Context: an optimization exercise on an open-source flow, tuned for small area, a short achievable clock period and few clock cycles. The choices shown serve that exercise and are no tape-out recipe. Where RTL was checked, it was by simulation tests only, not by an equivalence proof against the original.

## the previous run
==> flow/design.v <==
module x86rs_mmu #(
    parameter NT = 8,       
    parameter N2 = 8        
) (
    input  wire        clk,
    input  wire        rst,             
    input  wire        req_valid,
    output reg         req_ready,
    input  wire [1:0]  req_op,          
    input  wire [1:0]  req_kind,        
    input  wire        req_user,        
    input  wire [63:0] req_opa,
    output reg         resp_valid,
    output reg  [1:0]  resp_status,     
    output wire [51:0] resp_pa,
    output reg         mem_req,
    output wire [51:3] mem_addr,
    input  wire        mem_gnt,
    input  wire        mem_rvalid,
    input  wire [63:0] mem_rdata
);
    localparam OP_TRANSLATE = 2'd0;
    localparam OP_WRROOT    = 2'd1;
    localparam OP_INVPG     = 2'd2;
    localparam KIND_FETCH = 2'd0;
    localparam KIND_WRITE = 2'd2;
    localparam RS_OK = 2'd0;
    localparam RS_PF = 2'd1;
    localparam RS_GP = 2'd2;
    localparam IT = (NT > 1) ? $clog2(NT) : 1;
    localparam I2 = (N2 > 1) ? $clog2(N2) : 1;
    function permits;
        input w, u, x;
        input [1:0] kind;
        input user;
        begin
            permits = 1'b1;
            if (user && !u) permits = 1'b0;
            if (kind == KIND_WRITE && !w) permits = 1'b0;
            if (kind == KIND_FETCH && !x) permits = 1'b0;
        end
    endfunction
    reg  [51:12] root;
    reg  [51:12] fb;                    
    reg  [11:0]  off;                   
    reg  [8:0]   ridx;                  
    assign resp_pa  = {fb, off};
    assign mem_addr = {fb, ridx};
    reg          look;                  
    reg          mwait;                 
    reg  [1:0]   level;                 
    reg          pw, pu, px;            
    reg  [1:0]   c_kind;
    reg          c_user;
    reg  [51:12] c_la;                  
    reg          c_inv;                 
    reg          c_wrroot;              
    reg  [NT-1:0] c_tfill;              
    reg          t_act;                 
    reg          p_act;                 
    reg  [NT-1:0] c_tidxv;              
    reg  [NT-1:0] u_thitv;              
    reg  [N2-1:0] u_phitv;              
    reg  [N2-1:0] c_phitv;              
    reg  [N2-1:0] c_pfill;              
    reg  [I2-1:0] c_pidx;               
    reg          p2_v    [0:N2-1];
    reg  [47:21] p2_tag  [0:N2-1];
    reg  [51:12] p2_base [0:N2-1];
    reg          p2_w    [0:N2-1];
    reg          p2_u    [0:N2-1];
    reg          p2_x    [0:N2-1];
    reg  [N2-1:0] p_ref;                
    reg          tlb_v   [0:NT-1];
    reg  [I2-1:0] tlb_ptr [0:NT-1];     
    reg  [20:12] tlb_idx [0:NT-1];
    reg  [51:12] tlb_pfn [0:NT-1];
    reg          tlb_w   [0:NT-1];
    reg          tlb_u   [0:NT-1];
    reg          tlb_x   [0:NT-1];
    reg  [NT-1:0] t_ref;                
    wire req_canonical = (req_opa[63:47] == {17{1'b0}}) || (req_opa[63:47] == {17{1'b1}});
    reg  [N2-1:0] p_hitv;
    reg  [NT-1:0] t_idxv;
    integer       i;
    always @* begin
        for (i = 0; i < N2; i = i + 1)
            p_hitv[i] = p2_tag[i] == req_opa[47:21];
        for (i = 0; i < NT; i = i + 1)
            t_idxv[i] = tlb_idx[i] == req_opa[20:12];
    end
    reg  [NT-1:0] c_thitv;
    always @*
        for (i = 0; i < NT; i = i + 1)
            c_thitv[i] = c_tidxv[i] && c_phitv[tlb_ptr[i]];
    reg  [NT-1:0] l_thitv;
    reg  [N2-1:0] l_phitv;
    reg  [I2-1:0] l_pidx;
    reg  [51:12]  t_pfn;
    reg           t_w, t_u, t_x;
    reg  [51:12]  p_base;
    reg           p_w, p_u, p_x;
    reg  [IT-1:0] t_vict;
    reg  [N2-1:0] p_vict;
    reg  [I2-1:0] p_vidx;
    always @* begin
        for (i = 0; i < NT; i = i + 1) l_thitv[i] = c_thitv[i] && tlb_v[i];
        for (i = 0; i < N2; i = i + 1) l_phitv[i] = c_phitv[i] && p2_v[i];
        t_pfn = 40'd0; t_w = 1'b0; t_u = 1'b0; t_x = 1'b0;
        for (i = 0; i < NT; i = i + 1)
            if (l_thitv[i]) begin
                t_pfn = t_pfn | tlb_pfn[i];
                t_w = t_w | tlb_w[i];
                t_u = t_u | tlb_u[i];
                t_x = t_x | tlb_x[i];
            end
        p_base = 40'd0; p_w = 1'b0; p_u = 1'b0; p_x = 1'b0;
        l_pidx = {I2{1'b0}};
        for (i = 0; i < N2; i = i + 1)
            if (l_phitv[i]) begin
                l_pidx = l_pidx | i[I2-1:0];
                p_base = p_base | p2_base[i];
                p_w = p_w | p2_w[i];
                p_u = p_u | p2_u[i];
                p_x = p_x | p2_x[i];
            end
        t_vict = {IT{1'b0}};
        for (i = NT - 1; i >= 0; i = i - 1)
            if (!(tlb_v[i] && t_ref[i])) t_vict = i[IT-1:0];
        p_vict = {N2{1'b0}};
        p_vidx = {I2{1'b0}};
        for (i = N2 - 1; i >= 0; i = i - 1)
            if (!(p2_v[i] && p_ref[i])) begin
                p_vict = {{(N2-1){1'b0}}, 1'b1} << i;
                p_vidx = i[I2-1:0];
            end
    end
    wire t_hit = |l_thitv;
    wire p_hit = |l_phitv;
    reg [8:0] nidx;
    always @* begin
        case (level)
            2'd3:    nidx = c_la[38:30];
            2'd2:    nidx = c_la[29:21];
            default: nidx = c_la[20:12];
        endcase
    end
    wire nw = pw & mem_rdata[1];
    wire nu = pu & mem_rdata[2];
    wire nx = px & ~mem_rdata[63];
    wire [NT-1:0] t_vict1 = {{(NT-1){1'b0}}, 1'b1} << t_vict;
    always @(posedge clk) begin
        c_tidxv <= t_idxv;
        c_phitv <= p_hitv;
        if (req_ready) begin
            c_kind  <= req_kind;
            c_user  <= req_user;
            c_la    <= req_opa[51:12];
            off     <= req_opa[11:0];
        end
        if (look) begin
            c_tfill <= t_vict1;
            c_pidx  <= p_hit ? l_pidx : p_vidx;
            c_pfill <= p_hit ? l_phitv : p_vict;
            fb <= t_hit ? t_pfn : p_hit ? p_base : root;
            if (p_hit) begin
                level <= 2'd0;
                ridx  <= c_la[20:12];
                pw <= p_w; pu <= p_u; px <= p_x;
            end else begin
                level <= 2'd3;
                ridx  <= c_la[47:39];
                pw <= 1'b1; pu <= 1'b1; px <= 1'b1;
            end
        end
        if (mwait) begin
            fb   <= mem_rdata[51:12];
            ridx <= nidx;
        end
        if (mwait && mem_rvalid) begin
            pw    <= nw;
            pu    <= nu;
            px    <= nx;
            if (level != 2'd0) level <= level - 2'd1;
        end
        for (i = 0; i < NT; i = i + 1)
            if (t_act && c_tfill[i]) begin
                tlb_ptr[i] <= c_pidx;
                tlb_idx[i] <= c_la[20:12];
                tlb_pfn[i] <= mem_rdata[51:12];
                tlb_w[i]   <= nw;
                tlb_u[i]   <= nu;
                tlb_x[i]   <= nx;
            end
        for (i = 0; i < N2; i = i + 1)
            if (p_act && c_pfill[i]) begin
                p2_tag[i]  <= c_la[47:21];
                p2_base[i] <= mem_rdata[51:12];
                p2_w[i]    <= nw;
                p2_u[i]    <= nu;
                p2_x[i]    <= nx;
            end
    end
    always @(posedge clk) begin
        resp_valid <= 1'b0;
        look       <= 1'b0;
        c_inv      <= 1'b0;
        c_wrroot   <= 1'b0;
        if (rst) begin
            req_ready <= 1'b1;
            mem_req   <= 1'b0;
            mwait     <= 1'b0;
            t_act     <= 1'b0;
            p_act     <= 1'b0;
            root      <= 40'd0;
            t_ref     <= {NT{1'b0}};
            p_ref     <= {N2{1'b0}};
            u_thitv   <= {NT{1'b0}};
            u_phitv   <= {N2{1'b0}};
            for (i = 0; i < NT; i = i + 1) tlb_v[i] <= 1'b0;
            for (i = 0; i < N2; i = i + 1) p2_v[i] <= 1'b0;
        end else begin
            if (req_ready && req_valid) begin
                case (req_op)
                    OP_WRROOT: begin
                        resp_valid <= 1'b1;
                        if (req_user) begin
                            resp_status <= RS_GP;
                        end else begin
                            resp_status <= RS_OK;
                            c_wrroot    <= 1'b1;
                        end
                    end
                    OP_INVPG: begin
                        resp_valid <= 1'b1;
                        if (req_user) begin
                            resp_status <= RS_GP;
                        end else begin
                            resp_status <= RS_OK;
                            c_inv       <= req_canonical;
                        end
                    end
                    default: begin
                        if (!req_canonical) begin
                            resp_valid  <= 1'b1;
                            resp_status <= RS_PF;
                        end else begin
                            req_ready <= 1'b0;
                            look      <= 1'b1;
                        end
                    end
                endcase
            end
            if (c_wrroot) begin
                root <= c_la;
                for (i = 0; i < NT; i = i + 1) tlb_v[i] <= 1'b0;
                for (i = 0; i < N2; i = i + 1) p2_v[i] <= 1'b0;
            end
            if (|u_thitv)
                t_ref <= ((t_ref | u_thitv) == {NT{1'b1}}) ? u_thitv : (t_ref | u_thitv);
            if (|u_phitv)
                p_ref <= ((p_ref | u_phitv) == {N2{1'b1}}) ? u_phitv : (p_ref | u_phitv);
            u_thitv <= look ? l_thitv : {NT{1'b0}};
            u_phitv <= look ? l_phitv : {N2{1'b0}};
            if (c_inv)
                for (i = 0; i < NT; i = i + 1)
                    if (c_thitv[i]) tlb_v[i] <= 1'b0;
            if (look) begin
                if (t_hit) begin
                    resp_valid  <= 1'b1;
                    req_ready   <= 1'b1;
                    resp_status <= permits(t_w, t_u, t_x, c_kind, c_user) ? RS_OK : RS_PF;
                end else begin
                    mem_req <= 1'b1;
                    t_act   <= p_hit;
                end
            end
            if (mem_req && mem_gnt) begin
                mem_req <= 1'b0;
                mwait   <= 1'b1;
            end
            if (mwait && mem_rvalid) begin
                mwait <= 1'b0;
                t_act <= level == 2'd1 && mem_rdata[0];
                p_act <= level == 2'd2 && mem_rdata[0];
                if (!mem_rdata[0]) begin
                    resp_valid  <= 1'b1;
                    resp_status <= RS_PF;
                    req_ready   <= 1'b1;
                end else if (level != 2'd0) begin
                    mem_req <= 1'b1;
                end else begin
                    resp_valid  <= 1'b1;
                    req_ready   <= 1'b1;
                    resp_status <= permits(nw, nu, nx, c_kind, c_user) ? RS_OK : RS_PF;
                    t_ref <= ((t_ref | c_tfill) == {NT{1'b1}}) ? c_tfill : (t_ref | c_tfill);
                end
                if (level == 2'd0)
                    for (i = 0; i < NT; i = i + 1)
                        if (c_tfill[i]) tlb_v[i] <= mem_rdata[0];
                if (level == 2'd1) begin
                    for (i = 0; i < N2; i = i + 1)
                        if (c_pfill[i]) p2_v[i] <= mem_rdata[0];
                    for (i = 0; i < NT; i = i + 1)
                        if (tlb_ptr[i] == c_pidx) tlb_v[i] <= 1'b0;
                    if (mem_rdata[0])
                        p_ref <= ((p_ref | c_pfill) == {N2{1'b1}}) ? c_pfill : (p_ref | c_pfill);
                end
            end
        end
    end
endmodule
Settings: LEC_CHECK=0, ABC_CLOCK_PERIOD_IN_PS=3000, CAP_MARGIN=20, CORE_MARGIN=2, CORE_UTILIZATION=40, SETUP_SLACK_MARGIN=5, SLEW_MARGIN=20; clock period 8.0 ns.
run.sh (not shown) runs the stock make flow with config.mk's settings and CLKGATE_MAP_FILE= SYNTH_SCRIPT=/design/flow/synth_recipe.tcl, a recipe that flattens the netlist after the stock synthesis.
Testbench counts of the previous run, summed over its fixed seeds: cycles 179,335.
The inputs of the current run differ from those of the previous run as listed below.
--- a/flow/design.v
+++ b/flow/design.v
@@ -58,9 +58,7 @@
     reg  [NT-1:0] c_tfill;              
     reg          t_act;                 
     reg          p_act;                 
-    reg  [NT-1:0] c_tidxv;              
-    reg  [NT-1:0] u_thitv;              
-    reg  [N2-1:0] u_phitv;              
+    reg  [NT-1:0] c_thitv;              
     reg  [N2-1:0] c_phitv;              
     reg  [N2-1:0] c_pfill;              
     reg  [I2-1:0] c_pidx;               
@@ -81,18 +79,14 @@
     reg  [NT-1:0] t_ref;                
     wire req_canonical = (req_opa[63:47] == {17{1'b0}}) || (req_opa[63:47] == {17{1'b1}});
     reg  [N2-1:0] p_hitv;
-    reg  [NT-1:0] t_idxv;
+    reg  [NT-1:0] t_hitv;
     integer       i;
     always @* begin
         for (i = 0; i < N2; i = i + 1)
-            p_hitv[i] = p2_tag[i] == req_opa[47:21];
+            p_hitv[i] = p2_v[i] && p2_tag[i] == req_opa[47:21];
         for (i = 0; i < NT; i = i + 1)
-            t_idxv[i] = tlb_idx[i] == req_opa[20:12];
+            t_hitv[i] = tlb_v[i] && p_hitv[tlb_ptr[i]] && tlb_idx[i] == req_opa[20:12];
     end
-    reg  [NT-1:0] c_thitv;
-    always @*
-        for (i = 0; i < NT; i = i + 1)
-            c_thitv[i] = c_tidxv[i] && c_phitv[tlb_ptr[i]];
     reg  [NT-1:0] l_thitv;
     reg  [N2-1:0] l_phitv;
     reg  [I2-1:0] l_pidx;
@@ -150,7 +144,7 @@
     wire nx = px & ~mem_rdata[63];
     wire [NT-1:0] t_vict1 = {{(NT-1){1'b0}}, 1'b1} << t_vict;
     always @(posedge clk) begin
-        c_tidxv <= t_idxv;
+        c_thitv <= t_hitv;
         c_phitv <= p_hitv;
         if (req_ready) begin
             c_kind  <= req_kind;
@@ -215,8 +209,6 @@
             root      <= 40'd0;
             t_ref     <= {NT{1'b0}};
             p_ref     <= {N2{1'b0}};
-            u_thitv   <= {NT{1'b0}};
-            u_phitv   <= {N2{1'b0}};
             for (i = 0; i < NT; i = i + 1) tlb_v[i] <= 1'b0;
             for (i = 0; i < N2; i = i + 1) p2_v[i] <= 1'b0;
         end else begin
@@ -256,20 +248,17 @@
                 for (i = 0; i < NT; i = i + 1) tlb_v[i] <= 1'b0;
                 for (i = 0; i < N2; i = i + 1) p2_v[i] <= 1'b0;
             end
-            if (|u_thitv)
-                t_ref <= ((t_ref | u_thitv) == {NT{1'b1}}) ? u_thitv : (t_ref | u_thitv);
-            if (|u_phitv)
-                p_ref <= ((p_ref | u_phitv) == {N2{1'b1}}) ? u_phitv : (p_ref | u_phitv);
-            u_thitv <= look ? l_thitv : {NT{1'b0}};
-            u_phitv <= look ? l_phitv : {N2{1'b0}};
             if (c_inv)
                 for (i = 0; i < NT; i = i + 1)
                     if (c_thitv[i]) tlb_v[i] <= 1'b0;
             if (look) begin
+                if (p_hit)
+                    p_ref <= ((p_ref | l_phitv) == {N2{1'b1}}) ? l_phitv : (p_ref | l_phitv);
                 if (t_hit) begin
                     resp_valid  <= 1'b1;
                     req_ready   <= 1'b1;
                     resp_status <= permits(t_w, t_u, t_x, c_kind, c_user) ? RS_OK : RS_PF;
+                    t_ref <= ((t_ref | l_thitv) == {NT{1'b1}}) ? l_thitv : (t_ref | l_thitv);
                 end else begin
                     mem_req <= 1'b1;
                     t_act   <= p_hit;
Findings:
Per the comparison of the current run with the previous run, synthesized instance count lost 144, synthesized area lost 850 µm², relative area change from synthesis to final layout lost 0.20 points, worst setup slack lost 200 ps, global-route track usage on met3 lost 0.96 points. req_opa[43] as the origin of the worst setup path was reported by the current run, and tlb_ptr[1][0]$_DFFE_PP_ by the previous run.
For the current run, only the layout was checked, not whether the RTL still works.

## what the ideal ports hide
Ports are ideal in the flow. The routed layouts listed here were re-timed in OpenROAD. Step 1: set_driving_cell puts a clkbuf_16 on clk and a buf_2 on each other input, an assumption about the parent block. Step 2 also shifts input and output timing later by t, the mid clock arrival at the registers, as if the neighbouring blocks saw the same clock. a / b / c = no drivers / after step 1 / after step 2; a / b = the first two.
| run | shift t [ns] | setup slack, ns | worst slew at a driven data input, ns |
|---|---|---|---|
| the previous run | 0.813 | 4.736 / 4.680 / 3.867 | 0.34 |
| the current run | 0.822 | 4.535 / 4.576 / 3.754 | 0.17 |
After both steps every run listed still meets setup and hold. For the previous run, which loses most, drivers alone change the setup slack by -0.056 ns; drivers and shift together by -0.869 ns.
